What follows belongs to an exercise in optimizing a design on an open flow for small area, a short achievable clock period and few clock cycles per item; a production flow would make more cautious choices. No activity file was given, so power comes from the tool's default toggle rates.

## fsync_refmgr
module fsync_refmgr (
    input  wire        clk,
    input  wire        rst,
    input  wire        cmd_valid,
    output wire        cmd_ready,
    input  wire [31:0] cmd,
    output reg         done,
    output reg  [7:0]  status_code,
    output reg  [7:0]  last_opc,
    output reg  [31:0] result0,
    output reg  [31:0] result1,
    output reg         direction,
    output reg  [1:0]  p_refs,
    output reg  [1:0]  ref_count,
    output reg  [15:0] ref0,
    output reg  [15:0] ref1,
    output reg  [1:0]  prep_count,
    output reg  [15:0] prep0,
    output reg  [15:0] prep1,
    output wire [4:0]  ring_count,
    output reg  [31:0] next_display,
    output wire [5:0]  evq_count
);
    localparam MAX_REFS = 2;
    localparam RING_CAP = 16;
    localparam EVQ_CAP  = 32;
    localparam OP_NOP        = 8'h00;
    localparam OP_RESET      = 8'h01;
    localparam OP_EV_POP     = 8'h02;
    localparam OP_SET_DIR    = 8'h40;
    localparam OP_SET_PREFS  = 8'h41;
    localparam OP_REF_PREP   = 8'h42;
    localparam OP_REF_UPD    = 8'h43;
    localparam OP_POST_DEC   = 8'h44;
    localparam OP_REV_REMOVE = 8'h45;
    localparam ST_OK          = 8'h00;
    localparam ST_SELF_REF    = 8'h04;
    localparam ST_EMPTY       = 8'h05;
    localparam ST_INSUFF_REFS = 8'h14;
    localparam ST_ILLEGAL     = 8'h20;
    localparam ST_RING_FULL   = 8'h23;
    localparam ST_EVQ_FULL    = 8'h24;
    localparam ST_NOT_IN_LIST = 8'h25;
    localparam ST_STATE       = 8'h26;
    reg         idle;             
    reg         drain;            
    reg         rel2;             
    reg  [31:0] cmd_q;
    reg         cmd_v;
    assign cmd_ready = idle;
    always @(posedge clk) begin
        if (idle)
            cmd_q <= cmd;
    end
  ...
For scale: about 4800 cells after synthesis, roughly 1100 flip-flops, roughly 230 I/O pins.
Settings: LEC_CHECK=0, ABC_AREA=1, CAP_MARGIN=20, CORE_MARGIN=2, CORE_UTILIZATION=40, SETUP_SLACK_MARGIN=5, SLEW_MARGIN=20; clock period 8.0 ns.
run.sh (not shown) runs the stock make flow with config.mk's settings and CLKGATE_MAP_FILE= SYNTH_SCRIPT=/design/flow/synth_recipe.tcl, a recipe that flattens the netlist after the stock synthesis.
The starting point finished with timing, DRC and antenna clean.
Change:
--- a/flow/config.mk
+++ b/flow/config.mk
@@ -7,3 +7,2 @@
 export LEC_CHECK = 0
-export ABC_AREA = 1
 export CAP_MARGIN = 20
@@ -11,3 +10,2 @@
 export CORE_UTILIZATION = 40
-export SETUP_SLACK_MARGIN = 5
 export SLEW_MARGIN = 20
What happened: Cell area goes down by 8.5%; count of clock-buffer cells in the layout fell by 2; via count shrinks by 28%; die area falls by 6.8%; non-clock buffer count decreases by 126; worst setup slack gets worse by 2000 ps; clock skew drops by 20 ps; power decreases by 2.8%; flip-flop and latch count is unchanged; utilization is lower by 0.66 points; routed wire length is lower by 22%.
Change:
--- a/flow/config.mk
+++ b/flow/config.mk
@@ -10,2 +10,3 @@
 export CORE_UTILIZATION = 40
+export SETUP_SLACK_MARGIN = 5
 export SLEW_MARGIN = 20
=>
- The new run ran to the end with no violations
- total power came out lower slightly
- final area went up by a little under a tenth
- area after synthesis is unchanged
- core utilization increases by 3.5 points
- non-clock buffer count climbs by 194
- worst setup slack gains 1500 ps
- via count goes up by a few percent
Change:
--- a/flow/config.mk
+++ b/flow/config.mk
@@ -10,3 +10,3 @@
 export CORE_UTILIZATION = 40
-export SETUP_SLACK_MARGIN = 5
+export SETUP_SLACK_MARGIN = 4.5
 export SLEW_MARGIN = 20
Result: Maximum frequency went down by 3.9%; synthesized cell count stays the same; power came out higher by 3.0%; via count falls by 4.4%; final cell count is lower by about 2.8%; die area stays the same; wire length goes down by 9.5%; design area goes down by about 5%; hold slack gets worse by 8.3 ps; global-route usage fell by 1.3 points.
Function was not checked in any run of this note: the RTL went through the layout flow alone.

---

== 07-13 ==
fsync_refmgr, a different RTL version from the one above (not shown whole).
For scale: ~1100 flip-flops.
Settings: LEC_CHECK=0, CAP_MARGIN=20, CORE_MARGIN=2, CORE_UTILIZATION=40, SETUP_SLACK_MARGIN=5, SLEW_MARGIN=20; clock period 8.0 ns.
Modified inputs, 05-06 compared to 07-13
# 07-13
export LEC_CHECK = 0
export CAP_MARGIN = 20
export CORE_MARGIN = 2
export CORE_UTILIZATION = 40
export SETUP_SLACK_MARGIN = 5
export SLEW_MARGIN = 20
create_clock -name core_clock -period 8.0 [get_ports {clk}]
# 05-06
export LEC_CHECK = 0
export CAP_MARGIN = 20
export CORE_MARGIN = 2
export CORE_UTILIZATION = 40
export SETUP_SLACK_MARGIN = 4.5
export SLEW_MARGIN = 20
create_clock -name core_clock -period 8.0 [get_ports {clk}]
--- outcome ---
- Re number of setup violations in the final report: no difference whatsoever between 07-13 and 05-06.
- Per the comparison of 05-06 with 07-13, area of the multi-input gates down 420 sq um, overall die width flat, path length in cells of the critical path up 3.
No functional check of the RTL was part of any run of this note.

separate check: timing with driven ports:
The flow's constraints put no driver on any port. The routed layouts listed below were extracted and timed again, unchanged, in two steps. Step 1 assumes that a clkbuf_16 drives the clock port and a buf_2 every other input. Step 2 also shifts input and output timing later by t, the mid clock arrival at the registers, as if the neighbouring blocks saw the same clock. a / b / c = no drivers / after step 1 / after step 2; a / b = the first two.
run	t (ns)	slack for setup (ns)	hold WS [ns]	worst data-port slew with drivers (ns)	pins driven straight from the clock port
the first run of note 1	0.787	4.891 / 4.811 / 4.291	0.421 / 0.421 / 0.421	0.06	1
the second run of note 1	0.738	2.920 / 2.920 / 2.920	0.429 / 0.429 / 0.429	0.05	1
the third run of note 1	0.748	4.435 / 4.435 / 4.302	0.436 / 0.436 / 0.436	0.05	1
the fourth run of note 1	0.752	4.288 / 4.288 / 4.288	0.428 / 0.428 / 0.428	0.05	1
07-13	0.774	4.660 / 4.660 / 4.247	0.421 / 0.421 / 0.421	0.07	1
05-06	0.758	4.487 / 4.474 / 3.937	0.431 / 0.431 / 0.431	0.08	1
After both steps every run listed still meets setup and hold. For the first run of note 1, which loses most, drivers alone change the setup slack by -0.080 ns; drivers and shift together by -0.600 ns.
